Background: an optimization exercise with open tools, aiming at a short achievable clock period and few clock cycles. Do not read the settings as production practice. In this exercise RTL edits were held to simulation tests only and were not proved equivalent to the original.

==> flow/design.v (excerpt) <==
module vm_core (
    input  wire        clk,
    input  wire        rst,             
    input  wire        start,           
    input  wire        run_off_end,     
    input  wire [31:0] imem_size,       
    input  wire [31:0] dmem_size,       
    output wire        busy,
    output wire        halted,
    output wire        faulted,
    output reg  [2:0]  fault_kind,
    output wire [31:0] result,          
    output reg         imem_req,
    output reg  [31:0] imem_addr,
    input  wire        imem_ack,
    input  wire [31:0] imem_rdata,
    output reg         dmem_req,
    output reg         dmem_we,
    output reg  [31:0] dmem_addr,
    output reg  [31:0] dmem_wdata,
    input  wire        dmem_ack,
    input  wire [31:0] dmem_rdata,
    output reg         sys_req,
    output reg  [31:0] sys_id,
    output reg  [31:0] sys_arg2,
    output reg  [31:0] sys_arg3,
    input  wire        sys_ack,
    input  wire        sys_fault,
    input  wire [2:0]  sys_we,          
    input  wire [31:0] sys_c2,
    input  wire [31:0] sys_c3,
    input  wire [31:0] sys_c4,
    input  wire [3:0]  dbg_sel,
    output wire [31:0] dbg_rdata
);
Size: about 19,000 cells after synthesis, roughly 1,600 flip-flops, roughly 170,000 µm² of cells after synthesis.
clock: 16.0 ns
lec_check: 0
abc_clock_period_in_ps: 4000
cap_margin: 20
core_margin: 2
core_utilization: 30
place_density: 0.38
setup_slack_margin: 5
slew_margin: 20
standard.sh (not shown) runs the stock make flow with config.mk's settings and CLKGATE_MAP_FILE= SYNTH_SCRIPT=/design/flow/synth_recipe.tcl, a recipe that flattens the netlist after the stock synthesis.
==> flow/flow/run.sh <==
#!/bin/bash
set -euo pipefail
bash standard.sh finish SETUP_SLACK_MARGIN=8.5 \
    'BUFFER_PORTS_ARGS=-buffer_cell sky130_fd_sc_hd__buf_4' > orfs_make.log 2>&1
The first run completed and failed the layout checks on max-capacitance violations, max-slew violations.
Testbench counts at the start, summed over its fixed seeds: cycles 39,497.
Edit:
--- a/flow/design.v
+++ b/flow/design.v
@@ -119,15 +119,28 @@
         integer k;
         begin
             clz32 = 6'd32;
             for (k = 0; k < 32; k = k + 1)
                 if (v[k]) clz32 = 6'd31 - k[5:0];
         end
     endfunction
-    assign dbg_rdata = (dbg_sel == R_PC) ? (running ? pc : pc_final) : rsel(onehot11({4'd0, dbg_sel}) & 11'h5FE);
+    wire [31:0] dbg_pc = running ? pc : pc_final;
+    function [31:0] sel4(input [1:0] s, input [31:0] a, input [31:0] b, input [31:0] c, input [31:0] d);
+        case (s)
+            2'd0: sel4 = a;
+            2'd1: sel4 = b;
+            2'd2: sel4 = c;
+            default: sel4 = d;
+        endcase
+    endfunction
+    assign dbg_rdata = sel4(dbg_sel[3:2],
+                            sel4(dbg_sel[1:0], 32'd0, rf[1], rf[2], rf[3]),
+                            sel4(dbg_sel[1:0], rf[4], rf[5], rf[6], rf[7]),
+                            sel4(dbg_sel[1:0], rf[8], dbg_pc, rf[10], 32'd0),
+                            32'd0);
     wire        ee;            
     wire        starting = start && !rst && (!running || ee);
     wire [33:0] dlim_in = (dmem_size > 32'h80000003) ? 34'h7FFFFFFF : {2'b00, dmem_size} - 34'd4;
     wire [33:0] dlim_f = starting ? dlim_in : dlim;
     wire [31:0] fw      = imem_rdata;
     wire [7:0]  fop     = fw[7:0];
     wire [7:0]  fb1     = fw[15:8];
@@ -223,16 +236,27 @@
     wire [31:0] set_yf = c_setlo ? (x1f | imm16) : (x1f | {imm16[15:0], 16'd0});
     wire [31:0] wr_yf  = c_set ? set_yf : as_yf;   
     wire [31:0] mem_ea   = x2 + off8;
     wire [33:0] x2e      = {2'b00, x2};
     wire        ea_in    = (sle34(ea_lo1, x2e) && sle34(x2e, ea_hi1)) ||
                            (sle34(ea_lo2, x2e) && sle34(x2e, ea_hi2));
     wire        ea_algn  = (x2[1:0] == 2'b00);
-    wire        x1_zero  = (x1r == 32'd0);
-    assign      jmp_taken = c_j || (c_jz && x1_zero) || (c_jgt && !x1r[31] && !x1_zero);
+    reg  [10:0] r_zero, r_neg;
+    integer kz;
+    always @(*) begin
+        r_zero = 11'd1;
+        r_neg  = 11'd0;
+        for (kz = 1; kz <= 10; kz = kz + 1) begin
+            r_zero[kz] = (kz == 9) ? (pc == 32'd0) : (rf[kz] == 32'd0);
+            r_neg[kz]  = (kz == 9) ? pc[31] : rf[kz][31];
+        end
+    end
+    wire        x1_zero  = |(s1 & r_zero);
+    wire        x1_neg   = |(s1 & r_neg);
+    assign      jmp_taken = c_j || (c_jz && x1_zero) || (c_jgt && !x1_neg && !x1_zero);
     wire [31:0] jmp_rt   = c_j ? x1r + off16 : x2r + off8;    
     wire [31:0] jmp_t    = ir_pcrel ? ir_tgt : jmp_rt;
     wire        jmp_bad  = jmp_t[31] || (jmp_t[1:0] != 2'b00);
     wire [31:0] div_a = rsel(sa);
     wire [31:0] div_b = c_rrr ? x2r : imm8;
     wire [31:0] mul_a = alu_a;
     wire [31:0] mul_b = alu_b;
Effect: With this change the flow completed without violations; cell area goes up by 1.2%; routed wire length increases by 12%; clock skew came out lower by 3.5 ps; cell count rises by 1.2%; count of clock-buffer cells in the layout is lower by 6; setup slack is better by 300 ps; utilization is about the same.
Testbench counts after the change, summed over its fixed seeds: cycles 39,497.

afterwards: timing with drivers on the ports:
No port has a modelled driver above. Below, the same layouts with a new extraction and two added sets of constraints.
Step 1, drivers: a clkbuf_16 drives clk and a buf_2 each remaining input, both assumed.
Step 2 also shifts input and output timing later by t, the mid clock arrival at the registers, as if the neighbouring blocks saw the same clock.
Three values: ideal, step 1, step 2; two values: the first two.
run | t (ns) | setup slack, ns | worst setup path after step 2 | latest minus earliest clock arrival (ns) | cell pins on the clock port's net
the first run | 1.176 | 7.227 / 7.090 / 6.751 | input to register | 0.138 / 0.139 | 1
the second run | 1.168 | 7.524 / 6.923 / 6.850 | input to register | 0.136 / 0.135 | 1
For the second run, which loses most, drivers alone change the setup slack by -0.601 ns; drivers and shift together by -0.674 ns.
